Context: an optimization exercise on an open-source flow, tuned for small area. The choices shown serve that exercise and are no tape-out recipe. At most, simulation tests tie the RTL to the original design; equivalence was not proved. Only the layout flow was run in run 2; the RTL was not checked for function there. Power and IR drop assume default switching activity.

`design.v`:
```
module epdl_framer (
    input  wire        clk,
    input  wire        rst_n,
    input  wire        start,
    input  wire [1:0]  kind,
    input  wire        do_begin,
    input  wire        do_shift,
    input  wire        do_end,
    input  wire        pix,         
    input  wire        last_byte,   
    input  wire        spi_big,     
    input  wire [14:0] spi_f,       
    input  wire        idle_req,    
    input  wire        busy_sync,
    output wire [6:0]  byte_idx,
    output wire [2:0]  bit_idx,     
    input  wire        byte_dc,
    output reg         cs_n,
    output reg         dc,
    output wire        sck,
    output wire        done,
    output wire        smp_valid,   
    output wire        smp_begin,   
    output wire        timeout      
);
    localparam [1:0] K_TXN = 2'd0, K_WAIT = 2'd1, K_POLL = 2'd2, K_DELAY = 2'd3;
    localparam [3:0] E_IDLE = 4'd0,
                     E_CSW  = 4'd1,    
                     E_LOAD = 4'd2,    
                     E_LO   = 4'd3,    
                     E_HI   = 4'd4,    
                     E_HOLD = 4'd5,    
                     E_END  = 4'd6,    
                     E_CSH  = 4'd7,    
                     E_POLL = 4'd8,    
                     E_DLY  = 4'd9,    
                     E_DONE = 4'd10;   
    localparam [15:0] ACC0 = 16'd15536;
    reg [3:0]  st;
    reg [15:0] acc;
    reg [9:0]  cnt;
    assign byte_idx = cnt[9:3];
    assign bit_idx  = cnt[2:0];
    assign done     = (st == E_DONE);
    wire timed = (st == E_CSW) || (st == E_LO) || (st == E_HI) || (st == E_HOLD) ||
                 (st == E_CSH) || (st == E_DLY);
    wire dly   = (st == E_DLY);
    wire [15:0] step = dly ? ((kind == K_WAIT) ? 16'd200 : 16'd25) : {spi_f, 1'b0};
    wire [16:0] sum  = {1'b0, acc} + {1'b0, step};
    wire tick = (!dly && spi_big) || sum[16];
    wire st_start = (st == E_IDLE) && start;
    assign smp_begin = st_start && (kind == K_TXN) && do_begin;
    assign smp_valid = smp_begin || (st_start && kind == K_POLL) || (st == E_POLL);
    assign timeout   = dly && tick && (kind == K_WAIT) && (cnt == 10'd400);
    assign sck       = (st == E_HI);
    always @(posedge clk) begin
        acc <= (timed && !tick) ? sum[15:0] : ACC0;
        if (st_start)
            cnt <= {{7{pix && kind == K_TXN}}, 3'd0};
        else if ((st == E_HI && tick) || (st == E_POLL && busy_sync))
            cnt <= cnt + 10'd1;
    end
    always @(posedge clk or negedge rst_n) begin
        if (!rst_n) begin
            st   <= E_IDLE;
            cs_n <= 1'b1;
            dc   <= 1'b1;
        end else begin
            if (idle_req) begin
                cs_n <= 1'b1;
                dc   <= 1'b1;
            end
            case (st)
                E_IDLE: begin
                    if (start) begin
                        case (kind)
                            K_TXN: begin
                                if (do_begin) begin
                                    cs_n <= 1'b0;
                                    st   <= E_CSW;
                                end else if (do_shift)
                                    st <= E_LOAD;
                                else
                                    st <= E_END;
                            end
                            K_WAIT:  st <= E_POLL;
                            K_POLL:  st <= E_DONE;
                            default: st <= E_DLY;
                        endcase
                    end
                end
                E_CSW: begin
                    if (tick) begin
                        if (do_shift)
                            st <= E_LOAD;
                        else if (do_end)
                            st <= E_END;
                        else
                            st <= E_DONE;
                    end
                end
                E_LOAD: begin
                    dc <= byte_dc;
                    st <= E_LO;
                end
                E_LO: if (tick) st <= E_HI;
                E_HI: begin
                    if (tick)
                        st <= (cnt[2:0] == 3'd7) ? E_HOLD : E_LO;
                end
                E_HOLD: begin
                    if (tick) begin
                        if (!last_byte)
                            st <= E_LOAD;
                        else begin
                            dc <= 1'b1;
                            st <= do_end ? E_END : E_DONE;
                        end
                    end
                end
                E_END: begin
                    cs_n <= 1'b1;
                    st   <= E_CSH;
                end
                E_CSH: if (tick) st <= E_DONE;
                E_POLL: st <= busy_sync ? E_DLY : E_DONE;
                E_DLY: begin
                    if (tick)
                        st <= (kind == K_WAIT && cnt != 10'd400) ? E_POLL : E_DONE;
                end
                default: st <= E_IDLE;
            endcase
        end
    end
endmodule
module epdl_core (
    input  wire        clk,
    input  wire        rst_n,
    input  wire        op_valid,
    output wire        op_ready,
    input  wire [63:0] op_word,
    output reg         rsp_valid,
    output reg  [31:0] rsp_word,
    output reg         rsp_refused,
    output wire        cs_n,
    output wire        dc,
    output reg         epd_rst_n,
    output wire        sck,
    output wire        mosi,
    input  wire        busy
);
    localparam [7:0] THRESHOLD = 8'd7;
    localparam [31:0] SPI_HZ_DEFAULT = 32'd25000;
    localparam [7:0] OP_BUS_RESET = 8'h01, OP_BUS_INIT = 8'h02, OP_TXN_START = 8'h03,
                     OP_TXN_END = 8'h04, OP_WCMD = 8'h05, OP_WDATA = 8'h06,
                     OP_WCMD_T = 8'h07, OP_WDATA_T = 8'h08, OP_INIT = 8'h10,
                     OP_ENTER_FULL = 8'h11, OP_ENTER_PARTIAL = 8'h12,
                     OP_DRAW_PIXEL = 8'h13, OP_FILL = 8'h14, OP_UPDATE = 8'h15,
                     OP_UPDATE_PF = 8'h16, OP_IS_BUSY = 8'h17, OP_WAIT_BUSY = 8'h18,
                     OP_SET_ROTATION = 8'h19, OP_GET_PIXEL = 8'h1A, OP_READ_REG = 8'h1B,
                     OP_CLEAR_STATUS = 8'h1C;
    localparam integer F_NO_TXN = 0, F_REENTRANT = 1, F_UNMATCHED_END = 2, F_ROTATION = 3,
                       F_POWER_STATE = 4, F_WAIT_TIMEOUT = 5, F_UPDATE_DROPPED = 6,
                       F_ILLEGAL_OP = 7, F_NOT_INIT = 8, F_HAZ_BUSY = 9,
                       F_TXN_ABANDONED = 10, F_RESTORE = 11;
    localparam [3:0] SQ_PTR = 4'd0, SQ_AREA = 4'd1, SQ_LUTF = 4'd2, SQ_LUTP = 4'd3,
                     SQ_PIX = 4'd4, SQ_PON = 4'd5, SQ_UPDF = 4'd6, SQ_UPDP = 4'd7,
                     SQ_CFG = 4'd8,
                     SQ_R_START = 4'd9,     
                     SQ_R_END   = 4'd10,    
                     SQ_R_C     = 4'd11,    
                     SQ_R_D     = 4'd12,    
                     SQ_R_CT    = 4'd13,    
                     SQ_R_DT    = 4'd14;    
    localparam [1:0] K_TXN = 2'd0, K_WAIT = 2'd1, K_POLL = 2'd2, K_DELAY = 2'd3;
    localparam [3:0] U_FIN = 4'd0, U_TXN = 4'd1, U_WAIT = 4'd2, U_DLY = 4'd3,
                     U_CFGIDLE = 4'd4, U_RSTLO = 4'd5, U_RSTHI = 4'd6, U_NOP = 4'd7,
                     U_JMP = 4'd8, U_CALL = 4'd9, U_RET = 4'd10, U_EM = 4'd11,
                     U_NOTINIT = 4'd12, U_PFCHK = 4'd13, U_PFEND = 4'd14, U_POLL = 4'd15;
    localparam [1:0] C_ALWAYS = 2'd0, C_NOT_INITOP = 2'd1, C_PWRON = 2'd2, C_FULL = 2'd3;
    localparam [5:0] PC_BUS_INIT = 6'd0, PC_BUS_RESET = 6'd1, PC_ENTER_FULL = 6'd10,
                     PC_ENTER_PARTIAL = 6'd12, PC_UPDATE = 6'd14, PC_UPDATE_PF = 6'd16,
                     PC_EM1 = 6'd24, PC_EM0 = 6'd29, PC_DU = 6'd37, PC_WAIT_BUSY = 6'd60,
                     PC_IS_BUSY = 6'd62, PC_DIV = 6'd46;
    function [7:0] lut_full(input [6:0] i);    
        case (i[4:0])
            5'd1:  lut_full = 8'h02; 5'd2:  lut_full = 8'h02; 5'd3:  lut_full = 8'h01;
            5'd4:  lut_full = 8'h11; 5'd5:  lut_full = 8'h12; 5'd6:  lut_full = 8'h12;
            5'd7:  lut_full = 8'h22; 5'd8:  lut_full = 8'h22; 5'd9:  lut_full = 8'h66;
            5'd10: lut_full = 8'h69; 5'd11: lut_full = 8'h69; 5'd12: lut_full = 8'h59;
            5'd13: lut_full = 8'h58; 5'd14: lut_full = 8'h99; 5'd15: lut_full = 8'h99;
            5'd16: lut_full = 8'h88; 5'd21: lut_full = 8'hF8; 5'd22: lut_full = 8'hB4;
            5'd23: lut_full = 8'h13; 5'd24: lut_full = 8'h51; 5'd25: lut_full = 8'h35;
            5'd26: lut_full = 8'h51; 5'd27: lut_full = 8'h51; 5'd28: lut_full = 8'h19;
            5'd29: lut_full = 8'h01;
            default: lut_full = 8'h00;
        endcase
    endfunction
    function [7:0] lut_part(input [6:0] i);    
        case (i[4:0])
            5'd1:  lut_part = 8'h10; 5'd2:  lut_part = 8'h18; 5'd3:  lut_part = 8'h18;
            5'd4:  lut_part = 8'h08; 5'd5:  lut_part = 8'h18; 5'd6:  lut_part = 8'h18;
            5'd7:  lut_part = 8'h08; 5'd21: lut_part = 8'h13; 5'd22: lut_part = 8'h14;
            5'd23: lut_part = 8'h44; 5'd24: lut_part = 8'h12;
            default: lut_part = 8'h00;
        endcase
    endfunction
    function [8:0] cfg_byte(input [3:0] i);    
        case (i)
            4'd0:  cfg_byte = {1'b0, 8'h01};
            4'd1:  cfg_byte = {1'b1, 8'h0F};
            4'd2:  cfg_byte = {1'b1, 8'h00};
            4'd3:  cfg_byte = {1'b1, 8'h00};
            4'd4:  cfg_byte = {1'b0, 8'h0C};
            4'd5:  cfg_byte = {1'b1, 8'hD7};
            4'd6:  cfg_byte = {1'b1, 8'hD6};
            4'd7:  cfg_byte = {1'b1, 8'h9D};
            4'd8:  cfg_byte = {1'b0, 8'h2C};
            4'd9:  cfg_byte = {1'b1, 8'hA8};
            4'd10: cfg_byte = {1'b0, 8'h3A};
            4'd11: cfg_byte = {1'b1, 8'h1A};
            4'd12: cfg_byte = {1'b0, 8'h3B};
            4'd13: cfg_byte = {1'b1, 8'h08};
            4'd14: cfg_byte = {1'b0, 8'h11};
            default: cfg_byte = {1'b1, 8'h03};
        endcase
    endfunction
    localparam [2:0] S_IDLE = 3'd0, S_DEC_R = 3'd1, S_DEC_F = 3'd2, S_DEC_X = 3'd3,
                     S_DIV = 3'd4, S_RUN = 3'd5, S_WAITF0 = 3'd6, S_WAITF = 3'd7;
    localparam [2:0] RK_ZERO = 3'd0, RK_EM = 3'd1, RK_UPD = 3'd2, RK_UPF = 3'd3,
                     RK_WAIT = 3'd4, RK_ISB = 3'd5, RK_PIX = 3'd6, RK_REG = 3'd7;
    reg [2:0]  state;
    reg [5:0]  pc;
    reg [5:0]  pc_nxt;
    reg [5:0]  ret_pc;
    wire [7:0] raw_byte = {ret_pc[4:0], fc, fb, fa};
    reg [2:0]  rk;
    reg        fa, fb, fc;      
    reg [31:0] spi_hz;
    reg [2:0]  count;
    reg        initialized;
    reg        full_mode;
    reg        power_on;
    reg [1:0]  rotation;
    reg [11:0] status;
    reg        busy_last;
    reg        busy_s1, busy_s2;
    reg [1:0]  f_kind;
    reg [3:0]  f_seq;
    reg        f_idle;
    wire [6:0] f_idx;
    wire [2:0] f_bit;
    wire       f_done, f_smp_valid, f_smp_begin, f_timeout;
    wire txn_open = ~cs_n;
    wire accept   = (state == S_IDLE) && op_valid;
    assign op_ready = (state == S_IDLE);
    wire [63:0] w   = op_word;
    wire [7:0]  opc = w[63:56];
    reg legal;
    always @(*) begin
        case (opc)
            OP_BUS_RESET, OP_TXN_START, OP_TXN_END, OP_ENTER_FULL, OP_ENTER_PARTIAL,
            OP_UPDATE, OP_UPDATE_PF, OP_IS_BUSY, OP_WAIT_BUSY:
                legal = (w[55:0] == 56'd0);
            OP_WCMD, OP_WDATA, OP_WCMD_T, OP_WDATA_T, OP_READ_REG, OP_SET_ROTATION:
                legal = (w[55:8] == 48'd0);
            OP_BUS_INIT:
                legal = (w[55:32] == 24'd0);
            OP_INIT:
                legal = (w[55:33] == 23'd0) &&
                        (w[32] ? (w[7:3] == 5'd0 && w[31:16] == 16'd0)
                               : (w[31:0] == 32'd0));
            OP_DRAW_PIXEL:
                legal = (w[55:48] == 8'd0);
            OP_GET_PIXEL:
                legal = (w[55:48] == 8'd0) && (w[15:0] == 16'd0);
            OP_FILL:
                legal = (w[55:16] == 40'd0);
            OP_CLEAR_STATUS:
                legal = (w[55:12] == 44'd0);
            default:
                legal = 1'b0;
        endcase
    end
    wire [15:0] px_x = w[47:32];
    wire [15:0] px_y = w[31:16];
    wire in_range = (px_x[15:5] == 11'd0) && (px_y[15:5] == 11'd0) &&
                    (rotation[0] ? !px_x[4] : !px_y[4]);
    reg [4:0] phys_x;
    reg [3:0] phys_y;
    always @(*) begin
        case (rotation)
            2'd0: begin phys_x = px_x[4:0];  phys_y = px_y[3:0];  end
            2'd1: begin phys_x = ~px_y[4:0]; phys_y = px_x[3:0];  end
            2'd2: begin phys_x = ~px_x[4:0]; phys_y = ~px_y[3:0]; end
            default: begin phys_x = px_y[4:0]; phys_y = ~px_x[3:0]; end
        endcase
    end
    wire [8:0] buf_addr = op_ready ? {phys_y, phys_x} : {f_idx[5:0], f_bit};
    wire       buf_bit;
    wire do_fill = accept && legal && (opc == OP_FILL);
    wire do_draw = accept && legal && (opc == OP_DRAW_PIXEL) && in_range;
    epdl_pixbuf u_buf (
        .clk(clk),
        .fill(do_fill),
        .draw(do_draw),
        .addr(buf_addr),
        .fill_byte(w[7:0]),
        .color(w[15:0] != 16'd0),
        .rd(buf_bit)
    );
    reg       b_dc;
    reg [7:0] b_data;
    reg       b_last;
    reg       b_pix;    
    always @(*) begin
        b_dc   = 1'b1;
        b_data = 8'h00;
        b_pix  = 1'b0;
        case (f_seq)
            SQ_CFG: {b_dc, b_data} = cfg_byte(f_idx[3:0]);
            SQ_AREA: begin
                case (f_idx[2:0])
                    3'd0: begin b_dc = 1'b0; b_data = 8'h44; end
                    3'd2: b_data = 8'h03;
                    3'd3: begin b_dc = 1'b0; b_data = 8'h45; end
                    3'd6: b_data = 8'h0F;
                    default: b_data = 8'h00;
                endcase
            end
            SQ_PTR: begin
                case (f_idx[2:0])
                    3'd0: begin b_dc = 1'b0; b_data = 8'h4E; end
                    3'd2: begin b_dc = 1'b0; b_data = 8'h4F; end
                    default: b_data = 8'h00;
                endcase
            end
            SQ_LUTF: begin
                if (f_idx == 7'd0) begin b_dc = 1'b0; b_data = 8'h32; end
                else b_data = lut_full(f_idx);
            end
            SQ_LUTP: begin
                if (f_idx == 7'd0) begin b_dc = 1'b0; b_data = 8'h32; end
                else b_data = lut_part(f_idx);
            end
            SQ_PON: begin
                case (f_idx[1:0])
                    2'd0: begin b_dc = 1'b0; b_data = 8'h22; end
                    2'd1: b_data = 8'hC0;
                    default: begin b_dc = 1'b0; b_data = 8'h20; end
                endcase
            end
            SQ_UPDF, SQ_UPDP: begin
                case (f_idx[1:0])
                    2'd0: begin b_dc = 1'b0; b_data = 8'h22; end
                    2'd1: b_data = (f_seq == SQ_UPDF) ? 8'hC4 : 8'h04;
                    2'd2: begin b_dc = 1'b0; b_data = 8'h20; end
                    default: begin b_dc = 1'b0; b_data = 8'hFF; end
                endcase
            end
            SQ_PIX: begin
                if (f_idx[6]) begin b_dc = 1'b0; b_data = 8'h24; end
                else b_pix = 1'b1;
            end
            SQ_R_C, SQ_R_CT: begin b_dc = 1'b0; b_data = raw_byte; end
            default: begin b_dc = 1'b1; b_data = raw_byte; end
        endcase
        case (f_seq)
            SQ_CFG:           b_last = (f_idx == 7'd16);
            SQ_AREA:          b_last = (f_idx == 7'd8);
            SQ_PTR:           b_last = (f_idx == 7'd5);
            SQ_LUTF, SQ_LUTP: b_last = (f_idx == 7'd31);
            SQ_PON:           b_last = (f_idx == 7'd3);
            SQ_UPDF, SQ_UPDP: b_last = (f_idx == 7'd4);
            SQ_PIX:           b_last = (f_idx == 7'd64);
            default:          b_last = (f_idx == 7'd1);
        endcase
    end
    assign mosi = b_pix ? buf_bit : b_data[~f_bit];
    wire f_raw   = (f_seq >= SQ_R_START);
    wire f_begin = !f_raw || f_seq == SQ_R_START || f_seq == SQ_R_CT || f_seq == SQ_R_DT;
    wire f_shift = !f_raw || f_seq == SQ_R_C || f_seq == SQ_R_D ||
                   f_seq == SQ_R_CT || f_seq == SQ_R_DT;
    wire f_end   = !f_raw || f_seq == SQ_R_END || f_seq == SQ_R_CT || f_seq == SQ_R_DT;
    reg [31:0] reg_val;
    always @(*) begin
        case ({fc, fb, fa})
            3'd0: reg_val = {14'd0, busy_last, txn_open, 4'd0, status};
            3'd1: reg_val = {16'd0, 5'd0, count, 5'd0, power_on, full_mode, initialized};
            3'd2: reg_val = 32'h1E03_0709;
            3'd3: reg_val = 32'h0010_0020;
            3'd4: reg_val = {30'd0, rotation};
            3'd5: reg_val = spi_hz;
            default: reg_val = 32'd64;
        endcase
    end
    always @(*) begin
        rsp_word = 32'd0;
        case (rk)
            RK_EM:   rsp_word[1:0] = {fb, fa};
            RK_UPD:  rsp_word[1:0] = {fb, 1'b1};
            RK_UPF:  rsp_word[2:0] = {fa, fb, 1'b1};
            RK_WAIT: rsp_word[1:0] = {fb, ~fb};
            RK_ISB:  rsp_word[0]   = busy_last;
            RK_PIX:  begin rsp_word[0] = fa; rsp_word[8] = fb; end
            RK_REG:  rsp_word = reg_val;
            default: rsp_word = 32'd0;
        endcase
    end
    wire [7:0]  uinst;
    epdl_ucode u_ucode (.pc(pc), .uinst(uinst));
    wire [3:0]  u_op  = uinst[7:4];
    wire [3:0]  u_arg = uinst[3:0];
    wire [5:0]  u_jmp = pc + ((u_arg[1:0] == 2'd1) ? 6'd7 : (u_arg[1:0] == 2'd2) ? 6'd2 : 6'd3);
    wire [5:0]  u_sub = (u_arg[1:0] == 2'd0) ? PC_EM1 : (u_arg[1:0] == 2'd1) ? PC_EM0 : PC_DU;
    reg cond;
    always @(*) begin
        case (u_arg[3:2])
            C_NOT_INITOP: cond = !fa;
            C_PWRON:      cond = power_on;
            C_FULL:       cond = full_mode;
            default:      cond = 1'b1;
        endcase
    end
    wire bus_init_go = (w[31:0] != 32'd0);
    always @(posedge clk or negedge rst_n) begin
        if (!rst_n) begin
            state       <= S_IDLE;
            spi_hz      <= SPI_HZ_DEFAULT;
            count       <= 3'd0;
            initialized <= 1'b0;
            full_mode   <= 1'b1;
            power_on    <= 1'b0;
            rotation    <= 2'd0;
            status      <= 12'd0;
            busy_last   <= 1'b1;
            busy_s1     <= 1'b1;
            busy_s2     <= 1'b1;
            epd_rst_n   <= 1'b1;
            rsp_valid   <= 1'b0;
            f_idle      <= 1'b0;
        end else begin
            busy_s1   <= busy;
            busy_s2   <= busy_s1;
            rsp_valid <= 1'b0;
            f_idle    <= 1'b0;
            if (f_smp_valid) begin
                busy_last <= busy_s2;
                if (f_smp_begin && busy_s2)
                    status[F_HAZ_BUSY] <= 1'b1;
            end
            if (f_timeout)
                status[F_WAIT_TIMEOUT] <= 1'b1;
            case (state)
                S_IDLE: begin
                    if (op_valid) begin
                        state <= S_DEC_R;
                        if (!legal)
                            status[F_ILLEGAL_OP] <= 1'b1;
                        else begin
                            case (opc)
                                OP_BUS_RESET: begin
                                    initialized <= 1'b0;
                                    power_on    <= 1'b0;
                                    state       <= S_DEC_X;
                                end
                                OP_BUS_INIT: begin
                                    if (!bus_init_go)
                                        status[F_ILLEGAL_OP] <= 1'b1;
                                    else begin
                                        spi_hz      <= w[31:0];
                                        initialized <= 1'b0;
                                        power_on    <= 1'b0;
                                        if (txn_open)
                                            status[F_TXN_ABANDONED] <= 1'b1;
                                        state <= S_DIV;
                                    end
                                end
                                OP_INIT: begin
                                    initialized <= 1'b0;
                                    power_on    <= w[32] & w[2];
                                    if (w[32]) begin
                                        full_mode <= w[1];
                                        if (w[15:8] > THRESHOLD) begin
                                            status[F_RESTORE] <= 1'b1;
                                            count <= THRESHOLD[2:0];
                                        end else
                                            count <= w[10:8];
                                    end
                                    if (txn_open)
                                        status[F_TXN_ABANDONED] <= 1'b1;
                                    state <= S_DEC_X;
                                end
                                OP_TXN_START, OP_WCMD_T, OP_WDATA_T: begin
                                    if (txn_open)
                                        status[F_REENTRANT] <= 1'b1;
                                    else
                                        state <= S_DEC_F;
                                end
                                OP_TXN_END: begin
                                    if (!txn_open)
                                        status[F_UNMATCHED_END] <= 1'b1;
                                    else
                                        state <= S_DEC_F;
                                end
                                OP_WCMD, OP_WDATA: begin
                                    if (!txn_open)
                                        status[F_NO_TXN] <= 1'b1;
                                    else
                                        state <= S_DEC_F;
                                end
                                OP_ENTER_FULL, OP_ENTER_PARTIAL, OP_UPDATE, OP_UPDATE_PF: begin
                                    if (txn_open)
                                        status[F_REENTRANT] <= 1'b1;
                                    else
                                        state <= S_DEC_X;
                                end
                                OP_IS_BUSY, OP_WAIT_BUSY:
                                    state <= S_DEC_X;
                                OP_SET_ROTATION: begin
                                    if (w[7:0] >= 8'd4)
                                        status[F_ROTATION] <= 1'b1;
                                    else
                                        rotation <= w[1:0];
                                end
                                OP_READ_REG: begin
                                    if (w[7:0] >= 8'd7)
                                        status[F_ILLEGAL_OP] <= 1'b1;
                                end
                                OP_CLEAR_STATUS:
                                    status <= status & ~w[11:0];
                                default: ;
                            endcase
                        end
                    end
                end
                S_DEC_R: begin
                    rsp_valid <= 1'b1;
                    state     <= S_IDLE;
                end
                S_DEC_F: begin
                    state <= S_WAITF0;
                end
                S_DEC_X: state <= S_RUN;
                S_DIV: begin
                    if (pc == 6'd63)
                        state <= S_RUN;
                end
                S_RUN: begin
                    case (u_op)
                        U_FIN: begin
                            rsp_valid <= 1'b1;
                            state     <= S_IDLE;
                        end
                        U_TXN: begin
                            if (u_arg == SQ_PON) begin
                                if (power_on) status[F_POWER_STATE] <= 1'b1;
                                power_on <= 1'b1;
                            end
                            state <= S_WAITF0;
                        end
                        U_WAIT, U_DLY, U_POLL: begin
                            state <= S_WAITF0;
                        end
                        U_CFGIDLE: f_idle <= 1'b1;
                        U_RSTLO:   epd_rst_n <= 1'b0;
                        U_RSTHI:   epd_rst_n <= 1'b1;
                        U_EM: begin
                            if (!(full_mode == u_arg[0] && initialized)) begin
                                initialized <= 1'b1;
                                full_mode   <= u_arg[0];
                            end
                        end
                        U_NOTINIT: begin
                            if (!initialized)
                                status[F_NOT_INIT] <= 1'b1;
                        end
                        U_PFCHK: begin
                            if (count < 3'd6)
                                count <= count + 3'd1;
                        end
                        U_PFEND: count <= 3'd0;
                        default: ;
                    endcase
                end
                S_WAITF0: state <= S_WAITF;
                S_WAITF: begin
                    if (f_done) begin
                        if (f_raw && f_kind == K_TXN) begin
                            rsp_valid <= 1'b1;
                            state     <= S_IDLE;
                        end else
                            state <= S_RUN;
                    end
                end
                default: state <= S_IDLE;
            endcase
        end
    end
    always @(posedge clk) begin
        if (accept) begin
            rsp_refused <= 1'b0;
            rk <= RK_ZERO;
            fa <= 1'b0;
            fb <= 1'b0;
            fc <= 1'b0;
            f_kind <= K_TXN;
            ret_pc[4:0] <= w[7:3];
            if (!legal)
                rsp_refused <= 1'b1;
            else begin
                case (opc)
                    OP_BUS_INIT: begin
                        if (!bus_init_go) rsp_refused <= 1'b1;
                    end
                    OP_INIT: begin
                        fa <= 1'b1;
                    end
                    OP_TXN_START, OP_WCMD_T, OP_WDATA_T: begin
                        if (txn_open) rsp_refused <= 1'b1;
                        {fc, fb, fa} <= w[2:0];
                        f_seq <= (opc == OP_TXN_START) ? SQ_R_START :
                                 (opc == OP_WCMD_T) ? SQ_R_CT : SQ_R_DT;
                    end
                    OP_TXN_END: begin
                        if (!txn_open) rsp_refused <= 1'b1;
                        f_seq <= SQ_R_END;
                    end
                    OP_WCMD, OP_WDATA: begin
                        if (!txn_open) rsp_refused <= 1'b1;
                        {fc, fb, fa} <= w[2:0];
                        f_seq <= (opc == OP_WCMD) ? SQ_R_C : SQ_R_D;
                    end
                    OP_ENTER_FULL, OP_ENTER_PARTIAL, OP_UPDATE, OP_UPDATE_PF: begin
                        if (txn_open) rsp_refused <= 1'b1;
                        else begin
                            case (opc)
                                OP_ENTER_FULL, OP_ENTER_PARTIAL: rk <= RK_EM;
                                OP_UPDATE:                       rk <= RK_UPD;
                                default:                         rk <= RK_UPF;
                            endcase
                        end
                    end
                    OP_IS_BUSY:   rk <= RK_ISB;
                    OP_WAIT_BUSY: rk <= RK_WAIT;
                    OP_GET_PIXEL: begin
                        rk <= RK_PIX;
                        fa <= in_range & buf_bit;
                        fb <= !in_range;
                    end
                    OP_READ_REG: begin
                        if (w[7:0] >= 8'd7) rsp_refused <= 1'b1;
                        else begin
                            rk <= RK_REG;
                            {fc, fb, fa} <= w[2:0];
                        end
                    end
                    default: ;
                endcase
            end
        end else begin
            if (f_timeout)
                fb <= 1'b1;
            if (state == S_RUN) begin
                    case (u_op)
                        U_TXN: begin
                            f_kind <= K_TXN;
                            f_seq  <= u_arg;
                        end
                        U_WAIT:  f_kind <= K_WAIT;
                        U_DLY:   f_kind <= K_DELAY;
                        U_POLL:  f_kind <= K_POLL;
                        U_CALL:  ret_pc <= pc + 6'd1;
                        U_EM: begin
                            if (!(full_mode == u_arg[0] && initialized))
                                fa <= 1'b1;
                        end
                        U_PFCHK: begin
                            if (count >= 3'd6)
                                fa <= 1'b1;
                        end
                        default: ;
                    endcase
            end
        end
    end
    always @(*) begin
        pc_nxt = pc;
        case (state)
            S_IDLE: begin
                case (opc)
                    OP_BUS_RESET:     pc_nxt = PC_BUS_RESET;
                    OP_BUS_INIT:      pc_nxt = PC_DIV;
                    OP_INIT:          pc_nxt = PC_BUS_INIT;
                    OP_ENTER_FULL:    pc_nxt = PC_ENTER_FULL;
                    OP_ENTER_PARTIAL: pc_nxt = PC_ENTER_PARTIAL;
                    OP_UPDATE:        pc_nxt = PC_UPDATE;
                    OP_UPDATE_PF:     pc_nxt = PC_UPDATE_PF;
                    OP_IS_BUSY:       pc_nxt = PC_IS_BUSY;
                    default:          pc_nxt = PC_WAIT_BUSY;
                endcase
            end
            S_DIV: pc_nxt = pc + 6'd1;
            S_RUN: begin
                pc_nxt = pc + 6'd1;
                case (u_op)
                    U_JMP:   if (cond) pc_nxt = u_jmp;
                    U_CALL:  pc_nxt = u_sub;
                    U_RET:   pc_nxt = ret_pc;
                    U_EM:    if (full_mode == u_arg[0] && initialized) pc_nxt = ret_pc;
                    U_PFCHK: if (count < 3'd6) pc_nxt = PC_UPDATE;
                    default: ;
                endcase
            end
            default: ;
        endcase
    end
    always @(posedge clk or negedge rst_n) begin
        if (!rst_n)
            pc <= 6'd0;
        else
            pc <= pc_nxt;
    end
    epdl_framer u_framer (
        .clk(clk),
        .rst_n(rst_n),
        .start(state == S_WAITF0),
        .kind(f_kind),
        .do_begin(f_begin),
        .do_shift(f_shift),
        .do_end(f_end),
        .pix(f_seq == SQ_PIX),
        .last_byte(b_last),
        .spi_big(spi_hz >= 32'd25000),
        .spi_f(spi_hz[14:0]),
        .idle_req(f_idle),
        .busy_sync(busy_s2),
        .byte_idx(f_idx),
        .bit_idx(f_bit),
        .byte_dc(b_dc),
        .cs_n(cs_n),
        .dc(dc),
        .sck(sck),
        .done(f_done),
        .smp_valid(f_smp_valid),
        .smp_begin(f_smp_begin),
        .timeout(f_timeout)
    );
endmodule
module epdl_pixbuf (
    input  wire       clk,
    input  wire       fill,
    input  wire       draw,
    input  wire [8:0] addr,
    input  wire [7:0] fill_byte,
    input  wire       color,
    output wire       rd
);
    reg [511:0] pbuf;
    wire [3:0] ry = addr[8:5];
    wire [4:0] cx = addr[4:0];
    wire [15:0] rowhot = 16'd1 << ry;
    wire [31:0] colhot = 32'd1 << cx;
    wire [31:0] colv;
    wire [31:0] d;
    genvar i, c;
    generate
        for (c = 0; c < 32; c = c + 1) begin : g_col
            wire [15:0] bits;
            for (i = 0; i < 16; i = i + 1) begin : g_r
                assign bits[i] = pbuf[i*32 + c];
            end
            epdl_aor16 u_rd (.a(bits), .s(rowhot), .y(colv[c]));
            assign d[c] = fill ? fill_byte[7 - (c % 8)] : (colhot[c] ? color : colv[c]);
        end
        for (i = 0; i < 512; i = i + 1) begin : g_bit
            always @(posedge clk)
                if (fill | (draw & rowhot[i / 32]))
                    pbuf[i] <= d[i % 32];
        end
    endgenerate
    assign rd = |(colv & colhot);
endmodule
module epdl_aor16 (input wire [15:0] a, input wire [15:0] s, output wire y);
    assign y = |(a & s);
endmodule
module epdl_ucode (input wire [5:0] pc, output reg [7:0] uinst);
    localparam [3:0] SQ_PTR = 4'd0, SQ_AREA = 4'd1, SQ_LUTF = 4'd2, SQ_LUTP = 4'd3,
                     SQ_PIX = 4'd4, SQ_PON = 4'd5, SQ_UPDF = 4'd6, SQ_UPDP = 4'd7,
                     SQ_CFG = 4'd8;
    localparam [3:0] U_FIN = 4'd0, U_TXN = 4'd1, U_WAIT = 4'd2, U_DLY = 4'd3,
                     U_CFGIDLE = 4'd4, U_RSTLO = 4'd5, U_RSTHI = 4'd6, U_NOP = 4'd7,
                     U_JMP = 4'd8, U_CALL = 4'd9, U_RET = 4'd10, U_EM = 4'd11,
                     U_NOTINIT = 4'd12, U_PFCHK = 4'd13, U_PFEND = 4'd14, U_POLL = 4'd15;
    localparam [1:0] C_ALWAYS = 2'd0, C_NOT_INITOP = 2'd1, C_PWRON = 2'd2, C_FULL = 2'd3;
    localparam [1:0] J3 = 2'd0, J7 = 2'd1, J2 = 2'd2;
    localparam [3:0] S_EM1 = 4'd0, S_EM0 = 4'd1, S_DU = 4'd2;
    always @(*) begin
        case (pc)
            6'd0:  uinst = {U_CFGIDLE, 4'd0};    
            6'd1:  uinst = {U_RSTLO,   4'd0};    
            6'd2:  uinst = {U_DLY,     4'd0};
            6'd3:  uinst = {U_RSTHI,   4'd0};
            6'd4:  uinst = {U_DLY,     4'd0};
            6'd5:  uinst = {U_NOP,     4'd0};
            6'd6:  uinst = {U_JMP,     C_NOT_INITOP, J3};    
            6'd7:  uinst = {U_TXN,     SQ_CFG};
            6'd8:  uinst = {U_NOP,     4'd0};
            6'd9:  uinst = {U_FIN,     4'd0};
            6'd10: uinst = {U_CALL,    S_EM1};   
            6'd11: uinst = {U_FIN,     4'd0};
            6'd12: uinst = {U_CALL,    S_EM0};   
            6'd13: uinst = {U_FIN,     4'd0};
            6'd14: uinst = {U_CALL,    S_DU};    
            6'd15: uinst = {U_FIN,     4'd0};
            6'd16: uinst = {U_PFCHK,   4'd0};    
            6'd17: uinst = {U_CALL,    S_DU};
            6'd18: uinst = {U_CALL,    S_EM1};
            6'd19: uinst = {U_WAIT,    4'd0};
            6'd20: uinst = {U_CALL,    S_DU};
            6'd21: uinst = {U_CALL,    S_EM0};
            6'd22: uinst = {U_PFEND,   4'd0};
            6'd23: uinst = {U_FIN,     4'd0};
            6'd24: uinst = {U_EM,      4'd1};    
            6'd25: uinst = {U_TXN,     SQ_AREA};
            6'd26: uinst = {U_TXN,     SQ_PTR};
            6'd27: uinst = {U_TXN,     SQ_LUTF};
            6'd28: uinst = {U_JMP,     C_ALWAYS, J3};        
            6'd29: uinst = {U_EM,      4'd0};    
            6'd30: uinst = {U_TXN,     SQ_LUTP};
            6'd31: uinst = {U_TXN,     SQ_PON};
            6'd32: uinst = {U_WAIT,    4'd0};
            6'd33: uinst = {U_JMP,     C_ALWAYS, J3};        
            6'd36: uinst = {U_RET,     4'd0};
            6'd37: uinst = {U_NOP,     4'd0};    
            6'd38: uinst = {U_NOTINIT, 4'd0};
            6'd39: uinst = {U_JMP,     C_PWRON, J3};         
            6'd40: uinst = {U_TXN,     SQ_PON};
            6'd41: uinst = {U_WAIT,    4'd0};
            6'd42: uinst = {U_JMP,     C_FULL, J3};          
            6'd43: uinst = {U_TXN,     SQ_AREA};
            6'd44: uinst = {U_TXN,     SQ_PTR};
            6'd45: uinst = {U_WAIT,    4'd0};
            6'd46: uinst = {U_TXN,     SQ_PIX};
            6'd47: uinst = {U_JMP,     C_FULL, J7};          
            6'd48: uinst = {U_TXN,     SQ_UPDP};
            6'd49: uinst = {U_TXN,     SQ_AREA};
            6'd50: uinst = {U_TXN,     SQ_PTR};
            6'd51: uinst = {U_WAIT,    4'd0};
            6'd52: uinst = {U_TXN,     SQ_PIX};
            6'd53: uinst = {U_JMP,     C_ALWAYS, J2};        
            6'd54: uinst = {U_TXN,     SQ_UPDF};
            6'd55: uinst = {U_WAIT,    4'd0};
            6'd56: uinst = {U_JMP,     C_ALWAYS, J3};        
            6'd59: uinst = {U_RET,     4'd0};
            6'd60: uinst = {U_WAIT,    4'd0};    
            6'd61: uinst = {U_FIN,     4'd0};
            6'd62: uinst = {U_POLL,    4'd0};    
            default: uinst = {U_FIN,   4'd0};
        endcase
    end
endmodule
```
`flow/run.sh`:
```
#!/bin/bash
# The standard layout (the standard.sh: standard synthesis unchanged,
# then ORFS floorplan .. finish), with three changes to how the layout is
# built:
#  - after the floorplan, every logic gate is replaced by the smallest cell
#    of the same function (flow/downsize.tcl); the later repair steps size
#    cells up again where slew, capacitance or timing need it;
#  - the port buffers are the smallest buffer cell;
#  - clock tree synthesis uses the clustering of config.mk and adds no
#    dummy loads.
# The standard flow's whole output is in standard.log here; ORFS's own
# per-step logs are under orfs/logs/.
set -euo pipefail
here=$(pwd)
export POST_FLOORPLAN_TCL="$here/flow/downsize.tcl"
export BUFFER_PORTS_ARGS="-buffer_cell sky130_fd_sc_hd__buf_1"
export CTS_ARGS="-sink_clustering_enable -repair_clock_nets -sink_clustering_size 16 -sink_clustering_max_diameter 60 -buf_list sky130_fd_sc_hd__clkbuf_8 -dont_use_dummy_load"
bash standard.sh > standard.log 2>&1
```
`flow/downsize.tcl`:
```
# Replace each logic gate by the smallest cell of the same function
# (same name up to the drive-strength suffix). Registers, buffers and
# special cells are left alone. Later repair steps resize where needed.
set ds_map {
  sky130_fd_sc_hd__a2111o_2 sky130_fd_sc_hd__a2111o_1
  sky130_fd_sc_hd__a2111o_4 sky130_fd_sc_hd__a2111o_1
  sky130_fd_sc_hd__a2111oi_1 sky130_fd_sc_hd__a2111oi_0
  sky130_fd_sc_hd__a2111oi_2 sky130_fd_sc_hd__a2111oi_0
  sky130_fd_sc_hd__a2111oi_4 sky130_fd_sc_hd__a2111oi_0
  sky130_fd_sc_hd__a211o_2 sky130_fd_sc_hd__a211o_1
  sky130_fd_sc_hd__a211o_4 sky130_fd_sc_hd__a211o_1
  sky130_fd_sc_hd__a211oi_2 sky130_fd_sc_hd__a211oi_1
  sky130_fd_sc_hd__a211oi_4 sky130_fd_sc_hd__a211oi_1
  sky130_fd_sc_hd__a21bo_4 sky130_fd_sc_hd__a21bo_1
  sky130_fd_sc_hd__a21boi_2 sky130_fd_sc_hd__a21boi_0
  sky130_fd_sc_hd__a21boi_4 sky130_fd_sc_hd__a21boi_0
  sky130_fd_sc_hd__a21o_2 sky130_fd_sc_hd__a21o_1
  sky130_fd_sc_hd__a21o_4 sky130_fd_sc_hd__a21o_1
  sky130_fd_sc_hd__a21oi_2 sky130_fd_sc_hd__a21oi_1
  sky130_fd_sc_hd__a21oi_4 sky130_fd_sc_hd__a21oi_1
  sky130_fd_sc_hd__a221o_2 sky130_fd_sc_hd__a221o_1
  sky130_fd_sc_hd__a221o_4 sky130_fd_sc_hd__a221o_1
  sky130_fd_sc_hd__a221oi_2 sky130_fd_sc_hd__a221oi_1
  sky130_fd_sc_hd__a221oi_4 sky130_fd_sc_hd__a221oi_1
  sky130_fd_sc_hd__a22o_2 sky130_fd_sc_hd__a22o_1
  sky130_fd_sc_hd__a22o_4 sky130_fd_sc_hd__a22o_1
  sky130_fd_sc_hd__a22oi_2 sky130_fd_sc_hd__a22oi_1
  sky130_fd_sc_hd__a22oi_4 sky130_fd_sc_hd__a22oi_1
  sky130_fd_sc_hd__a2bb2o_2 sky130_fd_sc_hd__a2bb2o_1
  sky130_fd_sc_hd__a2bb2o_4 sky130_fd_sc_hd__a2bb2o_1
  sky130_fd_sc_hd__a2bb2oi_2 sky130_fd_sc_hd__a2bb2oi_1
  sky130_fd_sc_hd__a2bb2oi_4 sky130_fd_sc_hd__a2bb2oi_1
  sky130_fd_sc_hd__a311o_2 sky130_fd_sc_hd__a311o_1
  sky130_fd_sc_hd__a311o_4 sky130_fd_sc_hd__a311o_1
  sky130_fd_sc_hd__a311oi_2 sky130_fd_sc_hd__a311oi_1
  sky130_fd_sc_hd__a311oi_4 sky130_fd_sc_hd__a311oi_1
  sky130_fd_sc_hd__a31o_4 sky130_fd_sc_hd__a31o_1
  sky130_fd_sc_hd__a31oi_2 sky130_fd_sc_hd__a31oi_1
  sky130_fd_sc_hd__a31oi_4 sky130_fd_sc_hd__a31oi_1
  sky130_fd_sc_hd__a32o_2 sky130_fd_sc_hd__a32o_1
  sky130_fd_sc_hd__a32o_4 sky130_fd_sc_hd__a32o_1
  sky130_fd_sc_hd__a32oi_2 sky130_fd_sc_hd__a32oi_1
  sky130_fd_sc_hd__a32oi_4 sky130_fd_sc_hd__a32oi_1
  sky130_fd_sc_hd__a41o_2 sky130_fd_sc_hd__a41o_1
  sky130_fd_sc_hd__a41o_4 sky130_fd_sc_hd__a41o_1
  sky130_fd_sc_hd__a41oi_2 sky130_fd_sc_hd__a41oi_1
  sky130_fd_sc_hd__a41oi_4 sky130_fd_sc_hd__a41oi_1
  sky130_fd_sc_hd__and2_2 sky130_fd_sc_hd__and2_0
  sky130_fd_sc_hd__and2_4 sky130_fd_sc_hd__and2_0
  sky130_fd_sc_hd__and2b_2 sky130_fd_sc_hd__and2b_1
  sky130_fd_sc_hd__and2b_4 sky130_fd_sc_hd__and2b_1
  sky130_fd_sc_hd__and3_2 sky130_fd_sc_hd__and3_1
  sky130_fd_sc_hd__and3_4 sky130_fd_sc_hd__and3_1
  sky130_fd_sc_hd__and3b_2 sky130_fd_sc_hd__and3b_1
  sky130_fd_sc_hd__and3b_4 sky130_fd_sc_hd__and3b_1
  sky130_fd_sc_hd__and4_2 sky130_fd_sc_hd__and4_1
  sky130_fd_sc_hd__and4_4 sky130_fd_sc_hd__and4_1
  sky130_fd_sc_hd__and4b_2 sky130_fd_sc_hd__and4b_1
  sky130_fd_sc_hd__and4b_4 sky130_fd_sc_hd__and4b_1
  sky130_fd_sc_hd__and4bb_4 sky130_fd_sc_hd__and4bb_1
  sky130_fd_sc_hd__fa_2 sky130_fd_sc_hd__fa_1
  sky130_fd_sc_hd__fa_4 sky130_fd_sc_hd__fa_1
  sky130_fd_sc_hd__ha_2 sky130_fd_sc_hd__ha_1
  sky130_fd_sc_hd__ha_4 sky130_fd_sc_hd__ha_1
  sky130_fd_sc_hd__inv_4 sky130_fd_sc_hd__inv_1
  sky130_fd_sc_hd__inv_6 sky130_fd_sc_hd__inv_1
  sky130_fd_sc_hd__inv_8 sky130_fd_sc_hd__inv_1
  sky130_fd_sc_hd__inv_12 sky130_fd_sc_hd__inv_1
  sky130_fd_sc_hd__inv_16 sky130_fd_sc_hd__inv_1
  sky130_fd_sc_hd__maj3_2 sky130_fd_sc_hd__maj3_1
  sky130_fd_sc_hd__maj3_4 sky130_fd_sc_hd__maj3_1
  sky130_fd_sc_hd__mux2_4 sky130_fd_sc_hd__mux2_1
  sky130_fd_sc_hd__mux2_8 sky130_fd_sc_hd__mux2_1
  sky130_fd_sc_hd__mux2i_2 sky130_fd_sc_hd__mux2i_1
  sky130_fd_sc_hd__mux2i_4 sky130_fd_sc_hd__mux2i_1
  sky130_fd_sc_hd__mux4_4 sky130_fd_sc_hd__mux4_2
  sky130_fd_sc_hd__mux4_1 sky130_fd_sc_hd__mux4_2
  sky130_fd_sc_hd__nand2_2 sky130_fd_sc_hd__nand2_1
  sky130_fd_sc_hd__nand2_4 sky130_fd_sc_hd__nand2_1
  sky130_fd_sc_hd__nand2_8 sky130_fd_sc_hd__nand2_1
  sky130_fd_sc_hd__nand2b_2 sky130_fd_sc_hd__nand2b_1
  sky130_fd_sc_hd__nand2b_4 sky130_fd_sc_hd__nand2b_1
  sky130_fd_sc_hd__nand3_2 sky130_fd_sc_hd__nand3_1
  sky130_fd_sc_hd__nand3_4 sky130_fd_sc_hd__nand3_1
  sky130_fd_sc_hd__nand3b_2 sky130_fd_sc_hd__nand3b_1
  sky130_fd_sc_hd__nand3b_4 sky130_fd_sc_hd__nand3b_1
  sky130_fd_sc_hd__nand4_2 sky130_fd_sc_hd__nand4_1
  sky130_fd_sc_hd__nand4_4 sky130_fd_sc_hd__nand4_1
  sky130_fd_sc_hd__nand4b_2 sky130_fd_sc_hd__nand4b_1
  sky130_fd_sc_hd__nand4b_4 sky130_fd_sc_hd__nand4b_1
  sky130_fd_sc_hd__nand4bb_2 sky130_fd_sc_hd__nand4bb_1
  sky130_fd_sc_hd__nand4bb_4 sky130_fd_sc_hd__nand4bb_1
  sky130_fd_sc_hd__nor2_2 sky130_fd_sc_hd__nor2_1
  sky130_fd_sc_hd__nor2_4 sky130_fd_sc_hd__nor2_1
  sky130_fd_sc_hd__nor2_8 sky130_fd_sc_hd__nor2_1
  sky130_fd_sc_hd__nor2b_2 sky130_fd_sc_hd__nor2b_1
  sky130_fd_sc_hd__nor2b_4 sky130_fd_sc_hd__nor2b_1
  sky130_fd_sc_hd__nor3_2 sky130_fd_sc_hd__nor3_1
  sky130_fd_sc_hd__nor3_4 sky130_fd_sc_hd__nor3_1
  sky130_fd_sc_hd__nor3b_2 sky130_fd_sc_hd__nor3b_1
  sky130_fd_sc_hd__nor3b_4 sky130_fd_sc_hd__nor3b_1
  sky130_fd_sc_hd__nor4_2 sky130_fd_sc_hd__nor4_1
  sky130_fd_sc_hd__nor4_4 sky130_fd_sc_hd__nor4_1
  sky130_fd_sc_hd__nor4b_2 sky130_fd_sc_hd__nor4b_1
  sky130_fd_sc_hd__nor4b_4 sky130_fd_sc_hd__nor4b_1
  sky130_fd_sc_hd__nor4bb_2 sky130_fd_sc_hd__nor4bb_1
  sky130_fd_sc_hd__nor4bb_4 sky130_fd_sc_hd__nor4bb_1
  sky130_fd_sc_hd__o2111a_2 sky130_fd_sc_hd__o2111a_1
  sky130_fd_sc_hd__o2111a_4 sky130_fd_sc_hd__o2111a_1
  sky130_fd_sc_hd__o2111ai_2 sky130_fd_sc_hd__o2111ai_1
  sky130_fd_sc_hd__o2111ai_4 sky130_fd_sc_hd__o2111ai_1
  sky130_fd_sc_hd__o211a_4 sky130_fd_sc_hd__o211a_1
  sky130_fd_sc_hd__o211ai_2 sky130_fd_sc_hd__o211ai_1
  sky130_fd_sc_hd__o211ai_4 sky130_fd_sc_hd__o211ai_1
  sky130_fd_sc_hd__o21a_2 sky130_fd_sc_hd__o21a_1
  sky130_fd_sc_hd__o21a_4 sky130_fd_sc_hd__o21a_1
  sky130_fd_sc_hd__o21ai_2 sky130_fd_sc_hd__o21ai_0
  sky130_fd_sc_hd__o21ai_4 sky130_fd_sc_hd__o21ai_0
  sky130_fd_sc_hd__o21ba_4 sky130_fd_sc_hd__o21ba_1
  sky130_fd_sc_hd__o21bai_2 sky130_fd_sc_hd__o21bai_1
  sky130_fd_sc_hd__o21bai_4 sky130_fd_sc_hd__o21bai_1
  sky130_fd_sc_hd__o221a_4 sky130_fd_sc_hd__o221a_1
  sky130_fd_sc_hd__o221ai_2 sky130_fd_sc_hd__o221ai_1
  sky130_fd_sc_hd__o221ai_4 sky130_fd_sc_hd__o221ai_1
  sky130_fd_sc_hd__o22a_2 sky130_fd_sc_hd__o22a_1
  sky130_fd_sc_hd__o22a_4 sky130_fd_sc_hd__o22a_1
  sky130_fd_sc_hd__o22ai_2 sky130_fd_sc_hd__o22ai_1
  sky130_fd_sc_hd__o22ai_4 sky130_fd_sc_hd__o22ai_1
  sky130_fd_sc_hd__o2bb2a_2 sky130_fd_sc_hd__o2bb2a_1
  sky130_fd_sc_hd__o2bb2a_4 sky130_fd_sc_hd__o2bb2a_1
  sky130_fd_sc_hd__o2bb2ai_2 sky130_fd_sc_hd__o2bb2ai_1
  sky130_fd_sc_hd__o2bb2ai_4 sky130_fd_sc_hd__o2bb2ai_1
  sky130_fd_sc_hd__o311a_2 sky130_fd_sc_hd__o311a_1
  sky130_fd_sc_hd__o311a_4 sky130_fd_sc_hd__o311a_1
  sky130_fd_sc_hd__o311ai_2 sky130_fd_sc_hd__o311ai_0
  sky130_fd_sc_hd__o311ai_4 sky130_fd_sc_hd__o311ai_0
  sky130_fd_sc_hd__o31a_2 sky130_fd_sc_hd__o31a_1
  sky130_fd_sc_hd__o31a_4 sky130_fd_sc_hd__o31a_1
  sky130_fd_sc_hd__o31ai_2 sky130_fd_sc_hd__o31ai_1
  sky130_fd_sc_hd__o31ai_4 sky130_fd_sc_hd__o31ai_1
  sky130_fd_sc_hd__o32a_2 sky130_fd_sc_hd__o32a_1
  sky130_fd_sc_hd__o32a_4 sky130_fd_sc_hd__o32a_1
  sky130_fd_sc_hd__o32ai_2 sky130_fd_sc_hd__o32ai_1
  sky130_fd_sc_hd__o32ai_4 sky130_fd_sc_hd__o32ai_1
  sky130_fd_sc_hd__o41a_2 sky130_fd_sc_hd__o41a_1
  sky130_fd_sc_hd__o41a_4 sky130_fd_sc_hd__o41a_1
  sky130_fd_sc_hd__o41ai_2 sky130_fd_sc_hd__o41ai_1
  sky130_fd_sc_hd__o41ai_4 sky130_fd_sc_hd__o41ai_1
  sky130_fd_sc_hd__or2_4 sky130_fd_sc_hd__or2_0
  sky130_fd_sc_hd__or2b_2 sky130_fd_sc_hd__or2b_1
  sky130_fd_sc_hd__or2b_4 sky130_fd_sc_hd__or2b_1
  sky130_fd_sc_hd__or3_2 sky130_fd_sc_hd__or3_1
  sky130_fd_sc_hd__or3_4 sky130_fd_sc_hd__or3_1
  sky130_fd_sc_hd__or3b_4 sky130_fd_sc_hd__or3b_1
  sky130_fd_sc_hd__or4_2 sky130_fd_sc_hd__or4_1
  sky130_fd_sc_hd__or4_4 sky130_fd_sc_hd__or4_1
  sky130_fd_sc_hd__or4b_4 sky130_fd_sc_hd__or4b_1
  sky130_fd_sc_hd__or4bb_2 sky130_fd_sc_hd__or4bb_1
  sky130_fd_sc_hd__or4bb_4 sky130_fd_sc_hd__or4bb_1
  sky130_fd_sc_hd__sedfxbp_2 sky130_fd_sc_hd__sedfxbp_1
  sky130_fd_sc_hd__sedfxtp_2 sky130_fd_sc_hd__sedfxtp_1
  sky130_fd_sc_hd__sedfxtp_4 sky130_fd_sc_hd__sedfxtp_1
  sky130_fd_sc_hd__xnor2_2 sky130_fd_sc_hd__xnor2_1
  sky130_fd_sc_hd__xnor2_4 sky130_fd_sc_hd__xnor2_1
  sky130_fd_sc_hd__xnor3_2 sky130_fd_sc_hd__xnor3_1
  sky130_fd_sc_hd__xnor3_4 sky130_fd_sc_hd__xnor3_1
  sky130_fd_sc_hd__xor2_2 sky130_fd_sc_hd__xor2_1
  sky130_fd_sc_hd__xor2_4 sky130_fd_sc_hd__xor2_1
  sky130_fd_sc_hd__xor3_2 sky130_fd_sc_hd__xor3_1
  sky130_fd_sc_hd__xor3_4 sky130_fd_sc_hd__xor3_1
}
set ds_n 0
foreach inst [get_cells *] {
  set master [get_property $inst ref_name]
  if {[dict exists $ds_map $master]} {
    replace_cell [get_property $inst full_name] [dict get $ds_map $master]
    incr ds_n
  }
}
puts "downsize: replaced $ds_n cells"
```
`standard.sh`:
```
#!/bin/bash
# synth_recipe.tcl (not shown) runs the flow's synth.tcl, then flattens the netlist and writes it again
# the make line also repeats each setting of config.mk as NAME=value (left out here)
make -C /OpenROAD-flow-scripts/flow DESIGN_CONFIG=/design/flow/config.mk WORK_HOME=/design/flow/orfs CLKGATE_MAP_FILE= SYNTH_SCRIPT=/design/flow/synth_recipe.tcl "${@:-finish}"
```
`config.mk`:
```
export PLATFORM = sky130hd
export DESIGN_NAME = epdl_core
export DESIGN_NICKNAME = epdl_core
export VERILOG_FILES = /design/flow/design.v
export SDC_FILE = /design/flow/constraint.sdc
export NUM_CORES = 4
export LEC_CHECK = 0
export CAP_MARGIN = 20
export CORE_MARGIN = 2
export CORE_UTILIZATION = 50
export CTS_BUF_LIST = sky130_fd_sc_hd__clkbuf_8
export CTS_CLUSTER_DIAMETER = 60
export CTS_CLUSTER_SIZE = 16
export SLEW_MARGIN = 20
export SYNTH_HIERARCHICAL = 1
```
`constraint.sdc`:
```
create_clock -name core_clock -period 10.0 [get_ports {clk}]
set_input_delay 2.0000 -clock core_clock [delete_from_list [all_inputs] [get_ports {clk}]]
set_output_delay 2.0000 -clock core_clock [all_outputs]
set_load 0.01 [all_outputs]
```
==> impl_metrics.csv, run 1 <==
group,metric,value,unit
status,outcome,"finished clean",
clock_tree,cts_resized,0,
clock_tree,clockBufferDepth,3,
sta,final.period_utilization,85.8,%
floorplan,pin_count,108,
synth,synth_top_area_share,51.8,%
layout,syn_to_final_growth,4.99,%
clock_tree,clk_latency,0.73,ns
synth,async_reset_ff_share,11.6,%
place,dp.final_hpwl,59800,µm
hold_path,min_from,"busy_s1",
global_routing,gr-usage-all-layers,28.5,%
sta,tightestPinTransition,1.16,ns
sta,final_hold_viol_count,0,
clock_tree,cts_root_buf,"clkbuf_8",
sta,clock_skew,0.144,ns
worst_setup_path,cp.arrival,6.58,ns
worst_setup_path,timing.rr.end,"fa",
floorplan,num_rows,91,
synth,synth_seq_cells,630,
synth,yosysTopAreaCell,"edfxtp_1",
synth,syn_avg_cell_area,12.8,µm²
layout,post_route_cells_drive_above_1_share,8.72,%
worst_setup_path,reg2reg_from,"state[0]",
synth,synthTopCellsByCount,"536 x edfxtp_1, 169 x nand2_1, 143 x nor2_1",
clock_tree,clock-sinks,630,
sta,grt_setup_unrepaired,"false",
detailed_routing,drt_iter0_markers,2251,
sta,fmax,0.117,GHz
synth,synth_warnings,10,
detailed_routing,drc,0,
detailed_routing,wire_per_inst,27.3,µm
synth,syn_nets,2536,
hold_path,hold-path-endpoint,"busy_s2",
detailed_routing,routed_wl,91900,µm
worst_setup_path,crit_path_start,"op_word[18]",
layout,fillers,5281,
sta,period_minus_slack,8.58,ns
hold_path,min_path_type,"reg2reg",
clock_tree,cts_hold_buf,0,
detailed_routing,ant_nets,0,
floorplan,dieArea,0.0642,mm²
global_routing,overflow,0,
floorplan,die_w,253,µm
clock_tree,htree_levels,2,
sta,slew_headroom,22.2,%
floorplan,floorplan.initialDensity,50.5,%
pwr,power.total,8.88,mW
detailed_routing,vias_per_cell,6.55,
worst_setup_path,crit_fanout,32,
worst_setup_path,rrSetupSlack,4.34,ns
sta,whs,0.357,ns
synth,synthFlopType,"edfxtp_1",
synth,synth.cell_area,0.0311,mm²
global_routing,grt_pass1_vias,21501,
synth,synth_area_leaders,"edfxtp_1 52%, a221oi_2 6.2%, dfrtp_1 4.8%",
clock_tree,tritoncts,"done",
synth,synth-edff-count,536,
sta,fin_setup_tns,0,ns
floorplan,coreArea,0.0616,mm²
clock_tree,post-cts-setup-buffers,0,
worst_setup_path,ff2ff_path_depth,16,
synth,seq_area_frac_synth,59.1,%
global_routing,grt.busiest_layer,"met2",
worst_setup_path,path_class,"in2out",
worst_setup_path,required,8.00,ns
flow_run,drv_cap,0,
pwr,peakVddDrop,152,µV
place,portBuffers,107,
global_routing,grt_pass1_wl,137000,µm
place,gp_congestion,0.923,
synth,yosysMostFrequentCell,"edfxtp_1",
pwr,powerDensity,272,mW/mm²
global_routing,gr-usage-met3,3.68,%
global_routing,met1_usage,37.7,%
clock_tree,cts_buffers,52,
layout,nets,2651,
synth,synth_cell_types,101,
detailed_routing,first_pass_iters,6,
worst_setup_path,cp-end-kind,"output port",
hold_path,hold_depth,0,
clock_tree,clk_pin_slew,0.07,ns
global_routing,grt_max_degree,58,
detailed_routing,vias,22083,
worst_setup_path,start_kind,"input port",
global_routing,met2_usage,48.0,%
global_routing,antenna_found_initial,1,
sta,maxSlewViolCount,0,
sta,setup_viol,0,
synth,syn_inst,2420,
pwr,power.leakage,10.9,nW
floorplan,dieHeight,253,µm
[per-layer routing]
metal	part of all wire (%)	vias up
met1	40	11049
met5	0	-
li1	-	9834
met4	3.8	0
met2	49	1003
met3	7.0	197
[cells by family (layout without fill, tap and decap cells)]
kind of cell / Yosys count / after routing / synth area share, %
compound gates: 738 / 738 / 19.9
xor+xnor: 39 / 39 / 1.10
fa+ha+maj: 48 / 48 / 1.96
buf+inv: 171 / 284 / 2.40
flops: 630 / 630 / 59.1
mux: 105 / 105 / 4.13
other cells: 0 / 1 / 0
simple gates: 689 / 689 / 11.4
[critical path: stages]
cell and delay [ns]:
buf_1 0.29, mux2i_1 0.14, xor2_1 0.16, o21ai_0 0.36
nand2b_1 0.53, nor2_4 1.01, a22o_1 0.29, a221oi_1 0.05
nand4_1 0.21, mux2i_1 0.10, a2111oi_0 0.43, o31ai_1 0.15
nand4_1 0.12, a211o_1 0.30, inv_1 0.08, a2bb2oi_1 0.14
buf_1 0.17
[cell type report]
type / instances / area, µm² / area share [%]
tap: 837 / 1050 / 3.21
sequential: 630 / 18400 / 56.3
timing repair buffer: 175 / 966 / 2.96
antenna: 1 / 2.50 / 0.00767
clock buffer: 52 / 716 / 2.19
multi-input combinational: 1619 / 11300 / 34.7
inverter: 57 / 214 / 0.656
[metrics by stage]
stage          instance area (µm²)  std cells  worst slack, ns  util (%)
2_1_floorplan                31100       2420            0.793         -
3_3_place_gp                 31800       3313             1.64      51.5
3_5_place_dp                 31800       3313             1.56      51.6
4_1_cts                      32500       3365             1.54      52.7
5_1_grt                      32600       3371             1.14      53.0
6_report                     32600       3371             1.42      53.0
[cells in the final DEF, fill, tap and decap left out, types with 59 or more instances in the layout]
master and count:
edfxtp_1 536, nand2_1 171, a221oi_1 137, a22o_1 133, nor2_1 131, a21oi_1 115
buf_1 106, o21ai_0 98, buf_4 63, dfrtp_1 60, mux2i_1 59
[sequential cells by signal, summed over array words and instances (netlist names), 2 cells and up]
signal,count
u_framer.acc,16
u_framer.st,4
spi_hz,32
f_seq,4
state,3
count,3
u_buf.pbuf,512
rotation,2
status,12
pc,6
u_framer.cnt,10
rk,3
ret_pc,6
f_kind,2
[worst max-delay path by stage]
stage	end	slack, ns
after CTS	mosi	1.54
final	mosi	1.42
after floorplan	mosi	0.79
after detailed placement	mosi	1.56
after global routing	mosi	1.14
after global placement	mosi	1.64
[power breakdown]
group | switching (mW) | leakage [nW] | total (mW) | internal (mW)
logic | 2.54 | 4.65 | 3.62 | 1.08
clock network | 0.805 | 0.374 | 1.27 | 0.462
registers | 0.191 | 5.91 | 3.99 | 3.80
[Yosys stat by module, one instance, submodules excluded]
module	cells	flip-flops and latches	area, µm²	times used
epdl_pixbuf	751	512	16800	1
epdl_aor16	9	0	101	32
epdl_ucode	104	0	761	1
epdl_core	990	86	7890	1
epdl_framer	287	32	2390	1
==> run 2: changes to the inputs <==
--- a/design.v
+++ b/design.v
@@ -232,7 +232,7 @@
     reg [2:0]  state;
     reg [5:0]  pc;
     reg [5:0]  pc_nxt;
-    reg [5:0]  ret_pc;
+    reg [4:0]  ret_pc;          
     wire [7:0] raw_byte = {ret_pc[4:0], fc, fb, fa};
     reg [2:0]  rk;
     reg        fa, fb, fc;      
@@ -595,6 +595,7 @@
                 end
                 default: state <= S_IDLE;
             endcase
+            status[F_UPDATE_DROPPED] <= 1'b0;
         end
     end
     always @(posedge clk) begin
@@ -605,7 +606,7 @@
             fb <= 1'b0;
             fc <= 1'b0;
             f_kind <= K_TXN;
-            ret_pc[4:0] <= w[7:3];
+            ret_pc <= w[7:3];
             if (!legal)
                 rsp_refused <= 1'b1;
             else begin
@@ -670,7 +671,7 @@
                         U_WAIT:  f_kind <= K_WAIT;
                         U_DLY:   f_kind <= K_DELAY;
                         U_POLL:  f_kind <= K_POLL;
-                        U_CALL:  ret_pc <= pc + 6'd1;
+                        U_CALL:  ret_pc <= pc[4:0] + 5'd1;
                         U_EM: begin
                             if (!(full_mode == u_arg[0] && initialized))
                                 fa <= 1'b1;
@@ -706,8 +707,8 @@
                 case (u_op)
                     U_JMP:   if (cond) pc_nxt = u_jmp;
                     U_CALL:  pc_nxt = u_sub;
-                    U_RET:   pc_nxt = ret_pc;
-                    U_EM:    if (full_mode == u_arg[0] && initialized) pc_nxt = ret_pc;
+                    U_RET:   pc_nxt = {1'b0, ret_pc};
+                    U_EM:    if (full_mode == u_arg[0] && initialized) pc_nxt = {1'b0, ret_pc};
                     U_PFCHK: if (count < 3'd6) pc_nxt = PC_UPDATE;
                     default: ;
                 endcase
==> run 2 against run 1 <==
Net effect:
- total power down 7.2%
- register-to-register slack got worse by 0.25 ns
- combinational power down 12%
- synthesized area grew 0.97%
- synthesized cell count up 1.4%
- core utilization barely moved
- cell count up 0.89%
- via count grew 1.4%
- maximum frequency decreased by 3.7%
- critical endpoint unchanged
==> impl_metrics.csv, run 2 <==
group,metric,value,unit
worst_setup_path,crit_path_cell_trace,"buf_1 -> mux2i_1 -> xor2_1 -> o21ai_0 -> nand2b_1 -> nor2_4 -> buf_4 -> a22o_1 -> a221oi_1 -> nand4_1 -> mux2_1 -> a22o_1 -> a22oi_1 -> nand4_1 -> a211o_1 -> a32oi_1 -> o211ai_1 -> buf_1",
sta,period_minus_slack,8.91,ns
layout,layout_commonest_cell,"edfxtp_1",
synth,syn_avg_cell_area,12.8,µm²
flow_run,drv_cap,0,
pwr,seq_power_share,46.1,%
clock_tree,cts_resized,0,
layout,top_regs,"u_buf.pbuf: 512 flops, spi_hz: 32 flops, u_framer.acc: 16 flops",
pwr,clkPwrFrac,15.4,%
place,gp_congestion,0.920,
synth,synth_seq_cells,628,
synth,synth_top_area_share,51.2,%
worst_setup_path,cp.arrival,6.91,ns
global_routing,grt_max_degree,54,
worst_setup_path,cp-end-kind,"output port",
pwr,power.total,8.24,mW
floorplan,pin_count,108,
sta,maxSlewViolCount,0,
pwr,p_int,5.04,mW
pwr,power.leakage,11.0,nW
synth,synthFlopType,"edfxtp_1",
sta,slew_headroom,21.9,%
layout,regMostFlops,"u_buf.pbuf",
clock_tree,cts_buffers,52,
layout,largest_reg_flops,512,
clock_tree,post-cts-setup-buffers,0,
sta,final.period_utilization,89.1,%
clock_tree,tritoncts,"done",
detailed_routing,wire_per_inst,27.5,µm
sta,fmax,0.112,GHz
clock_tree,htree_levels,2,
detailed_routing,vias_per_cell,6.59,
layout,multi_input_area,0.0115,mm²
synth,synth_area_leaders,"edfxtp_1 51%, a221oi_2 6.1%, dfrtp_1 4.7%",
floorplan,die_w,255,µm
sta,fin_setup_tns,0,ns
synth,yosysMostFrequentCell,"edfxtp_1",
global_routing,grt_pass1_vias,21590,
sta,whs,0.361,ns
layout,nets,2681,
worst_setup_path,required,8.00,ns
pwr,netSwitchingFraction,38.8,%
floorplan,dieHeight,255,µm
detailed_routing,drc,0,
clock_tree,clk_pin_slew,0.09,ns
detailed_routing,first_pass_iters,6,
floorplan,coreArea,0.0618,mm²
synth,synthTopCellsByCount,"535 x edfxtp_1, 158 x nand2_1, 146 x a21oi_1",
pwr,powerDensity,251,mW/mm²
hold_path,min_path_type,"reg2reg",
layout,fillers,5343,
global_routing,grt_pass1_wl,138000,µm
worst_setup_path,crit_fanout,18,
pwr,p_sw,3.20,mW
layout,post_route_cells_drive_above_1_share,8.43,%
pwr,combPwrFrac,38.5,%
sta,setup_viol,0,
pwr,peakVddDrop,141,µV
global_routing,antenna_found_initial,1,
sta,clock_skew,0.108,ns
clock_tree,clk_latency,0.72,ns
synth,yosysTopAreaCell,"edfxtp_1",
floorplan,dieArea,0.0648,mm²
synth,syn_nets,2571,
detailed_routing,routed_wl,93500,µm
clock_tree,cts_hold_buf,0,
clock_tree,cts_root_buf,"clkbuf_8",
clock_tree,clockBufferDepth,3,
sta,final_hold_viol_count,0,
worst_setup_path,start_kind,"input port",
synth,synth_cell_types,115,
detailed_routing,drt_iter0_markers,2267,
synth,syn_inst,2455,
layout,syn_to_final_growth,4.45,%
layout,final_cell_mix,"535 x edfxtp_1, 158 x nand2_1, 135 x a221oi_1, 133 x nor2_1, 132 x a22o_1",
synth,synth-edff-count,535,
sta,grt_setup_unrepaired,"false",
detailed_routing,vias,22399,
global_routing,overflow,0,
sta,tightestPinTransition,1.17,ns
detailed_routing,ant_nets,0,
synth,synth_warnings,10,
synth,synth.cell_area,0.0314,mm²
floorplan,floorplan.initialDensity,50.8,%
place,portBuffers,107,
worst_setup_path,rrSetupSlack,4.09,ns
place,dp.final_hpwl,61300,µm
floorplan,num_rows,91,
worst_setup_path,critPathSlowestCell,"nand2b_1",
layout,seq_area,0.0183,mm²
clock_tree,clock-sinks,628,
worst_setup_path,path_class,"in2out",
status,outcome,"finished clean",
worst_setup_path,cp_slowest_stage_delay,0.74,ns
synth,seq_area_frac_synth,58.3,%
synth,async_reset_ff_share,11.5,%
global_routing,gr-usage-all-layers,28.6,%
## run 2: cell type report
| class | count | share of cell area, % |
|---|---|---|
| Multi-Input combinational cell | 1655 | 35.2 |
| Sequential cell | 628 | 55.8 |
| Clock buffer | 52 | 2.18 |
| Timing Repair Buffer | 175 | 2.99 |
| Antenna cell | 1 | 0.00763 |
| Tap cell | 837 | 3.20 |
| Inverter | 53 | 0.607 |
## run 2: critical path, delay by kind of cell
family,cells,cell delay [ns]
buffers and inverters,3,0.62
multiplexers,2,0.59
AND/OR/NAND/NOR,4,1.34
XOR/XNOR,1,0.19
AO/OA/AOI/OAI,8,2.15
## run 2: stage by stage
step,cell area (µm²),setup slack (ns),std cells,util [%]
after detailed placement,31900,1.23,3343,51.6
after global placement,31900,1.29,3343,51.6
final,32800,1.09,3401,53.0
after floorplan,31400,0.702,2455,-
after CTS,32600,1.20,3395,52.7
after global routing,32800,0.818,3401,53.0
## run 2: path summary, 6_finish.rpt
kind | from | end | cells after the start
max | op_word[17] | mosi | 18
min | busy_s1 | busy_s2 | 0
max reg2reg | state[1] | fa | 16
min reg2reg | busy_s1 | busy_s2 | 0
max in group asynchronous | rst_n | pc[4] | 2
min in group asynchronous | rst_n | u_framer.st[3] | 1
## run 2: power groups by stage
stage	clock network [mW]	registers (mW)	logic, mW
global route	1.39	3.81	3.45
floorplan	0	3.72	2.25
CTS	1.30	3.80	3.08
global placement	0	3.85	3.02
finish	1.27	3.80	3.18
detailed placement	0	3.86	3.07
## run 2: logic make-up (layout without fill, tap and decap cells)
| group | count (synthesis) | count (layout) | share of synthesized area [%] |
|---|---|---|---|
| and+or+nand+nor | 691 | 691 | 11.6 |
| DFF | 628 | 628 | 58.3 |
| adders and majority gates | 48 | 48 | 1.94 |
| AOI/OAI and AO/OA | 778 | 778 | 20.6 |
| other | 0 | 1 | 0 |
| xor gates and xnor gates | 33 | 33 | 0.921 |
| muxes | 105 | 105 | 4.02 |
| buffers and inverters | 172 | 280 | 2.59 |
## run 2: layer usage
| metal | track usage [%] | vias up | wire length [µm] |
|---|---|---|---|
| li1 | - | 9966 | - |
| met3 | 3.80 | 181 | 6610 |
| met2 | 47.7 | 1025 | 45000 |
| met5 | 0 | - | 0 |
| met1 | 38.2 | 11227 | 38300 |
| met4 | 10.8 | 0 | 3660 |
## run 2: Yosys stat by module, one instance, submodules excluded
module       copies in the design  flip-flops and latches  cell area (µm²)
epdl_core                       1                      84             7850
epdl_pixbuf                     1                     512            16800
epdl_ucode                      1                       0              761
epdl_aor16                     32                       0              101
epdl_framer                     1                      32             2740

## separate check: timing with driven ports
The results above use ideal ports. As a check the final layouts listed here were re-extracted and re-timed, cells and wires unchanged. Step 1 sets driving cells, clkbuf_16 on the clock port and buf_2 on the other inputs (assumed; they add their load-dependent delay and slew). Step 2 times the ports against the registers' clock, not the clock port: input delays grow and output delays shrink by t, the midpoint of the rising clock arrivals with the driver on. Three values: ideal, step 1, step 2; two values: the first two.
| run | t (ns) | setup WS [ns] |
|---|---|---|
| run 1 | 0.718 | 1.418 / 1.395 / 1.395 |
| run 2 | 0.722 | 1.089 / 1.062 / 1.062 |
After both steps every run listed still meets setup and hold.
